This design comes from an exercise in tuning for small area, a short achievable clock period and few clock cycles per item on the open sky130 flow, not from production work. Function was checked by simulation only, so behaviour that the tests miss may differ from the original. No activity file was given, so power comes from the tool's default toggle rates.

==> inputs of 10-05 <==
## nmea_decoder
module nmea_decoder (
    input             clk,
    input             rst,
    input             cmd_valid,
    output            cmd_ready,
    input      [7:0]  cmd_op,
    input      [7:0]  cmd_arg,
    output reg        rsp_valid,
    output reg [7:0]  rsp_status,
    output reg [31:0] rsp_data,
    output            savail
);
Settings: LEC_CHECK=0, CAP_MARGIN=20, CORE_MARGIN=2, CORE_UTILIZATION=60, CTS_CLUSTER_DIAMETER=120, CTS_CLUSTER_SIZE=20, SLEW_MARGIN=20; clock period 32.0 ns.
standard.sh (not shown) runs the stock make flow with config.mk's settings and CLKGATE_MAP_FILE= SYNTH_SCRIPT=/design/flow/synth_recipe.tcl, a recipe that flattens the netlist after the stock synthesis.
==> flow/flow/run.sh <==
#!/bin/bash
# Standard layout, with timing repair asked to leave margin against the
# (unchanged) clock period so that the achieved period shrinks.
set -euo pipefail
export SETUP_SLACK_MARGIN=24.5
bash standard.sh > standard.log 2>&1
==> 12-11: changes against 10-05 <==
--- a/flow/design.v
+++ b/flow/design.v
@@ -29,16 +29,19 @@
     reg [29:0] r_lat_raw, r_lon_raw;
     reg [31:0] r_lat_fix, r_lon_fix;
     reg [7:0]  r_lat_hemi, r_lon_hemi;
     reg [3:0]  r_valid;
     reg [6:0]  n;         
     reg        zset;      
     reg [6:0]  zpos;      
     reg        s_idle, s_fn, s_tk, s_hm, s_ev, s_lr, s_rw;
+    reg        s_la, s_fx;    
+    reg [3:0]  la;            
+    reg        lok;           
     reg [1:0]  top;       
     reg        kind;      
     reg [3:0]  wp;        
     reg [1:0]  stp;       
     reg [2:0]  lb;        
     reg [4:0]  rarg;      
     reg        bad;       
     reg        dseen;     
@@ -297,25 +300,25 @@
     wire       dseen_f  = dseen_in || dany;
     wire [6:0] dotpos_f = dseen_in ? dotpos : {wp, dfirst};
     wire [6:0] ni_f     = (dseen_f ? dotpos_f : j_here) - fp;
     wire       empty_f  = (j_here == fp);
     wire       td_badf  = bad_f || (ni_f == 7'd0) || (ni_f > 7'd6);
     wire       td_okf   = !empty_f && !td_badf;
     wire [7:0] st_td    = empty_f ? ST_EMPTY : td_badf ? ST_BAD_FIELD : ST_OK;
     wire       td_now   = take && o_tok && !o_crd && !fp_ge_n && done_w;
-    wire go_lr = o_lrd && lrd_ok;
+    wire go_lr = o_lrd;
+    wire go_fx = o_crd && crd_bad;
     wire go_rw = o_rdr && conflict_c;
     wire stay  = go_fn || go_tk || go_lr || go_rw;
     reg [7:0]  st_i;
     reg [31:0] dt_i;
     always @* begin
         st_i = ST_OK;
         if (o_ill) st_i = ST_ILLEGAL_OP;
-        else if (o_lrd && !lrd_ok) st_i = ST_BAD_OPERAND;
         else if (o_rdr && !rd_ok) st_i = ST_BAD_OPERAND;
         else if (o_fnx && !fn_ok) st_i = ST_NO_FIELD;
         else if (o_crd && crd_bad) st_i = ST_BAD_OPERAND;
         else if (o_tok && fp_ge_n) st_i = ST_EMPTY;
         else if (o_tok && !o_crd) st_i = st_td;
         dt_i = ({32{o_rdr}} & rd_val)
              | {31'd0, (o_has && newf) || (o_take && !act) || (o_femp && (fp_ge_n || c_stop[off]))}
              | ({32{o_fnx && fn_ok}} & {24'd0, fn_j1});
@@ -335,99 +338,125 @@
         else st_e = ST_OK;
     end
     wire fn_end = s_fn && done_w;
     wire tk_end = s_tk && done_w;
     wire td_end = tk_end && (top != 2'd2);
     wire cd_end = tk_end && (top == 2'd2);
     wire rw_end = s_rw && !conflict_w;
     always @(posedge clk) begin
-        rsp_valid <= !rst && !rr && ((take && !stay) || fn_end || td_end || s_lr || rw_end || (s_ev && !ev_wait));
+        rsp_valid <= !rst && !rr && ((take && !stay) || fn_end || td_end || s_lr || (s_la && !lok) || rw_end || (s_ev && !ev_wait));
         rsp_status <= s_idle ? st_i
                     : s_fn   ? (comma_j ? ST_OK : ST_NO_FIELD)
                     : s_ev   ? st_e
+                    : s_la   ? ST_BAD_OPERAND
                     : s_tk   ? st_td
                     : ST_OK;
         rsp_data   <= s_idle ? dt_i
                     : s_fn   ? (comma_j ? {24'd0, jnx} : 32'd0)
                     : s_lr   ? {24'd0, rword[lb*8 +: 8]}
+                    : s_la   ? 32'd0
                     : s_rw   ? rd_val
                     : 32'd0;
     end
     always @(posedge clk) begin
         if (rst) begin
             s_idle <= 1'b0;
             s_fn   <= 1'b0;
             s_tk   <= 1'b0;
             s_hm   <= 1'b0;
             s_ev   <= 1'b0;
             s_lr   <= 1'b0;
+            s_la   <= 1'b0;
+            s_fx   <= 1'b0;
             s_rw   <= 1'b0;
             jb     <= 1'b0;
             tdj    <= 1'b0;
             rdy    <= 1'b0;
         end else if (rr) begin
             s_idle <= 1'b1;
             rdy    <= 1'b1;
         end else begin
-            rdy    <= (rdy && !(cmd_valid && stay)) || fn_end || td_end || s_lr || rw_end || (s_ev && !ev_wait);
-            s_idle <= (s_idle && !(cmd_valid && stay)) || fn_end || td_end || s_lr || rw_end || (s_ev && !ev_wait);
+            rdy    <= (rdy && !(cmd_valid && (stay || go_fx))) || fn_end || td_end || s_lr || (s_la && !lok) || s_fx || rw_end || (s_ev && !ev_wait);
+            s_idle <= (s_idle && !(cmd_valid && (stay || go_fx))) || fn_end || td_end || s_lr || (s_la && !lok) || s_fx || rw_end || (s_ev && !ev_wait);
             s_fn   <= (take && go_fn) || (s_fn && !done_w);
             s_tk   <= (take && go_tk && !done_w) || (s_tk && !done_w);
             s_hm   <= (take && go_tk && done_w && o_crd && tk_hm) || (cd_end && tk_hm);
             s_ev   <= (take && go_tk && done_w && o_crd && !tk_hm) || (cd_end && !tk_hm)
                    || s_hm || (s_ev && ev_wait);
-            s_lr   <= take && go_lr;
+            s_la   <= take && go_lr;
+            s_lr   <= s_la && lok;
+            s_fx   <= take && go_fx;
             s_rw   <= (take && go_rw) || (s_rw && conflict_w);
             jb     <= (jb && !jlast) || (s_ev && ev_go);
             tdj    <= (td_now || td_end) && td_okf;
         end
     end
     function [NW-1:0] dec_w;
         input [3:0] x;
         integer q;
         begin
             for (q = 0; q < NW; q = q + 1) dec_w[q] = (x == q);
         end
     endfunction
     wire [NW-1:0] oh    = rs0 | rs1;
     wire [NW-1:0] oh_up = {oh[NW-2:0], 1'b0};
     wire [NW-1:0] oh_j  = (fpos == 3'd7) ? oh_up : oh;     
-    reg  [NW-1:0] oh_n;
-    always @* begin
-        if (take && go_lr)                          oh_n = dec_w(cmd_arg[6:3]);
-        else if (take && (o_take || o_frst))        oh_n = {{(NW-1){1'b0}}, 1'b1};
-        else if (take && o_fnx && fn_ok)            oh_n = cv ? dec_w(cjn[6:3]) : oh_j;
-        else if (take && (go_fn || (go_tk && (!done_w || (o_crd && tk_hm))))) oh_n = oh_up;
-        else if (s_fn || s_tk) begin
-            if (!done_w)                            oh_n = oh_up;
-            else if (s_fn && comma_j)               oh_n = oh_j;
-            else if (s_tk && top == 2'd2 && tk_hm)  oh_n = oh_up;
-            else                                    oh_n = dec_w(fp[6:3]);
-        end
-        else if (s_hm || s_lr)                      oh_n = dec_w(fp[6:3]);
-        else                                        oh_n = oh;
-    end
-    wire act_n = act ^ (take && o_feed && is_lf);
+    wire          up_fn = !fn_now;
+    wire          up_td = !fp_ge_n && !done_w;
+    wire          up_cd = !fp_ge_n && (!done_w || tk_hm);
+    wire [NW-1:0] oh_fn = fn_ok ? (cv ? dec_w(cjn[6:3]) : oh_j) : (up_fn ? oh_up : oh);
+    wire [NW-1:0] oh_td = up_td ? oh_up : oh;
+    wire [NW-1:0] oh_cd = up_cd ? oh_up : oh;
+    wire [NW-1:0] oh_cmd = (o_take || o_frst)  ? {{(NW-1){1'b0}}, 1'b1}
+                         : o_fnx               ? oh_fn
+                         : (o_tim || o_dat)    ? oh_td
+                         : o_crd               ? oh_cd
+                         : oh;
+    wire [NW-1:0] oh_st  = (s_fn || s_tk) ? (!done_w ? oh_up
+                                            : (s_fn && comma_j) ? oh_j
+                                            : (s_tk && top == 2'd2 && tk_hm) ? oh_up
+                                            : dec_w(fp[6:3]))
+                         : (s_hm || s_lr || s_fx) ? dec_w(fp[6:3])
+                         : (s_la && lok) ? dec_w(la)
+                         : oh;
+    wire [NW-1:0] oh_n   = take ? oh_cmd : oh_st;
+    wire          flip   = take && o_feed && is_lf;       
+    wire [3:0]    wp_up  = wp + 4'd1;
+    wire [3:0]    wp_fn  = fn_ok ? fn_j1[6:3] : (up_fn ? wp_up : wp);
+    wire [3:0]    wp_cmd = (o_take || o_frst)  ? 4'd0
+                         : o_fnx               ? wp_fn
+                         : (o_tim || o_dat)    ? (up_td ? wp_up : wp)
+                         : o_crd               ? (up_cd ? wp_up : wp)
+                         : wp;
+    wire [3:0]    wp_st  = (s_fn || s_tk) ? (!done_w ? wp_up
+                                            : (s_fn && comma_j) ? jnx[6:3]
+                                            : (s_tk && top == 2'd2 && tk_hm) ? wp_up
+                                            : fp[6:3])
+                         : (s_hm || s_lr || s_fx) ? fp[6:3]
+                         : (s_la && lok) ? la
+                         : wp;
     always @(posedge clk) begin
         if (rr) begin
             rs0 <= {NW{1'b0}};
             rs1 <= {{(NW-1){1'b0}}, 1'b1};
         end else begin
-            rs0 <= act_n ? oh_n : {NW{1'b0}};
-            rs1 <= act_n ? {NW{1'b0}} : oh_n;
+            rs0 <= flip ? rs1 : (act ? oh_n : {NW{1'b0}});
+            rs1 <= flip ? rs0 : (act ? {NW{1'b0}} : oh_n);
         end
     end
     always @(posedge clk) begin
         if (rr) begin
             top    <= 2'd0;
             kind   <= 1'b0;
             wp     <= 4'd0;
             stp    <= 2'd0;
             lb     <= 3'd0;
+            la     <= 4'd0;
+            lok    <= 1'b0;
             rarg   <= 5'd0;
             bad    <= 1'b0;
             dseen  <= 1'b0;
             dotpos <= 7'd0;
             tj     <= 7'd0;
             tcomma <= 1'b0;
             hemi   <= 8'd0;
             tb     <= 48'd0;
@@ -445,16 +474,18 @@
             cc     <= 1'b0;
             cj     <= 7'd0;
         end else begin
             if (s_idle) begin
                 top    <= o_tim ? 2'd0 : o_dat ? 2'd1 : 2'd2;
                 kind   <= cmd_arg[0];
                 rarg   <= cmd_arg[4:0];
                 lb     <= cmd_arg[2:0];
+                la     <= cmd_arg[6:3];
+                lok    <= lrd_ok;
                 bad    <= bad_w;
                 dseen  <= dany;
                 dotpos <= {wp, dfirst};
                 tj     <= j_here;
                 tcomma <= comma_j;
                 hemi   <= hb;
                 tb     <= tb_next;
                 stp    <= 2'd1;
@@ -476,27 +507,17 @@
             if (s_hm) hemi <= rword[7:0];
             if ((take && go_tk && done_w) || td_now || tk_end) begin
                 cv <= 1'b1;
                 cj <= j_here;
                 cc <= comma_j;
             end else if ((take && ((o_feed && is_lf) || o_take || o_frst || (o_fnx && fn_ok))) || (fn_end && comma_j)) begin
                 cv <= 1'b0;
             end
-            if (take && go_lr)                          wp <= cmd_arg[6:3];
-            else if (take && (o_take || o_frst))        wp <= 4'd0;
-            else if (take && o_fnx && fn_ok)            wp <= fn_j1[6:3];
-            else if (take && (go_fn || (go_tk && (!done_w || (o_crd && tk_hm))))) wp <= wp + 4'd1;
-            else if (s_fn || s_tk) begin
-                if (!done_w)                            wp <= wp + 4'd1;
-                else if (s_fn && comma_j)               wp <= jnx[6:3];
-                else if (s_tk && top == 2'd2 && tk_hm)  wp <= wp + 4'd1;
-                else                                    wp <= fp[6:3];
-            end
-            else if (s_hm || s_lr)                      wp <= fp[6:3];
+            wp <= take ? wp_cmd : wp_st;
             if (s_ev && ev_go) begin
                 jc    <= 2'd0;
                 jkind <= kind;
                 jneg  <= hemi_neg;
                 jdeg  <= degv;
                 jmm   <= pr10;
                 jp1   <= pf01;
                 jp2   <= pf23;
==> flow/flow/run.sh (replaced) <==
#!/bin/bash
# Standard layout, with timing repair asked to leave margin against the
# (unchanged) clock period so that the achieved period shrinks.
set -euo pipefail
export SETUP_SLACK_MARGIN=24.3
bash standard.sh > standard.log 2>&1
==> 07-17: changes against 10-05 <==
==> flow/flow/run.sh (replaced) <==
#!/bin/bash
# Standard layout, with timing repair asked to leave margin against the
# (unchanged) clock period so that the achieved period shrinks.
set -euo pipefail
export SETUP_SLACK_MARGIN=25
bash standard.sh > standard.log 2>&1
CTS_CLUSTER_DIAMETER = default   (was 120)
CTS_CLUSTER_SIZE = 25   (was 20)
==> qor summary <==
Result of the run: 12-11 finished with violations; 10-05 finished clean; 07-17 finished clean
Violated checks: 12-11 slew limit; 10-05 -; 07-17 -
Stages on the worst setup path: 12-11 11; 10-05 12; 07-17 11
Portion of the clock cycle consumed by the worst path in the final layout: 12-11 24.7%; 10-05 25.1%; 07-17 25.2%
Switching power summed over all nets: 12-11 1.22 mW; 10-05 1.24 mW; 07-17 1.47 mW
Cts bufs inserted: 12-11 138; 10-05 137; 07-17 235
Area occupied by registers: 12-11 48200 um^2; 10-05 48100 um^2; 07-17 48100 um^2
Number of tap instances: 12-11 2385; 10-05 2370; 07-17 2370
Global-route wire length before repair: 12-11 684000 um; 10-05 671000 um; 07-17 686000 um
Number of DRC markers in iteration 0: 12-11 18800; 10-05 17500; 07-17 17600
Met2 wirelength from detailed routing: 12-11 192000 um; 10-05 188000 um; 07-17 191000 um
Number of clock sinks: 12-11 2397; 10-05 2392; 07-17 2392
Total GRT Usage: 12-11 48.8%; 10-05 48.2%; 07-17 49.3%
Worst reg2reg endpoint: 12-11 tdj; 10-05 r_valid[0]; 07-17 r_valid[0]
Relative slew margins: 12-11 -1.03%; 10-05 3.39%; 07-17 5.28%
Sw Share: 12-11 24.3%; 10-05 24.5%; 07-17 23.6%
Sequential cells: 12-11 2397; 10-05 2392; 07-17 2392
Depth of the worst register-to-register path: 12-11 26; 10-05 31; 07-17 28
Maximum net fanout on the critical path: 12-11 8; 10-05 6; 07-17 6
Met3 capacity usage during global routing: 12-11 17.4%; 10-05 17.9%; 07-17 19.2%
Post-cts gate resize count: 12-11 496; 10-05 521; 07-17 635
Testbench counts of 10-05, summed over its fixed seeds: cycles 30,572, ops 28,081.
Testbench counts of 12-11, summed over its fixed seeds: cycles 30,572, ops 28,081.
Testbench counts of 07-17, summed over its fixed seeds: cycles 30,572, ops 28,081.

## static timing again, ports no longer ideal
Ports are ideal in the flow. The routed layouts listed here were re-timed in OpenROAD.
Step 1: set_driving_cell puts a clkbuf_16 on clk and a buf_2 on each other input, an assumption about the parent block.
Step 2 adds t to the input delays and takes it off the output delays; t is the mean of the earliest and latest rising clock arrival at the registers after step 1. Input paths then give back, and output paths get back, about the clock's delay inside the block.
Three values: ideal, step 1, step 2; two values: the first two.
run	t (ns)	slack for setup (ns)	clock arrival spread, ns	worst slew at a driven data input, ns
10-05	0.955	23.963 / 23.998 / 23.043	0.070 / 0.070	0.09
12-11	0.942	24.103 / 24.103 / 23.196	0.049 / 0.049	0.07
07-17	1.016	23.933 / 23.957 / 22.941	0.082 / 0.083	0.11
For 07-17, which loses most, drivers alone change the setup slack by +0.024 ns; drivers and shift together by -0.992 ns.
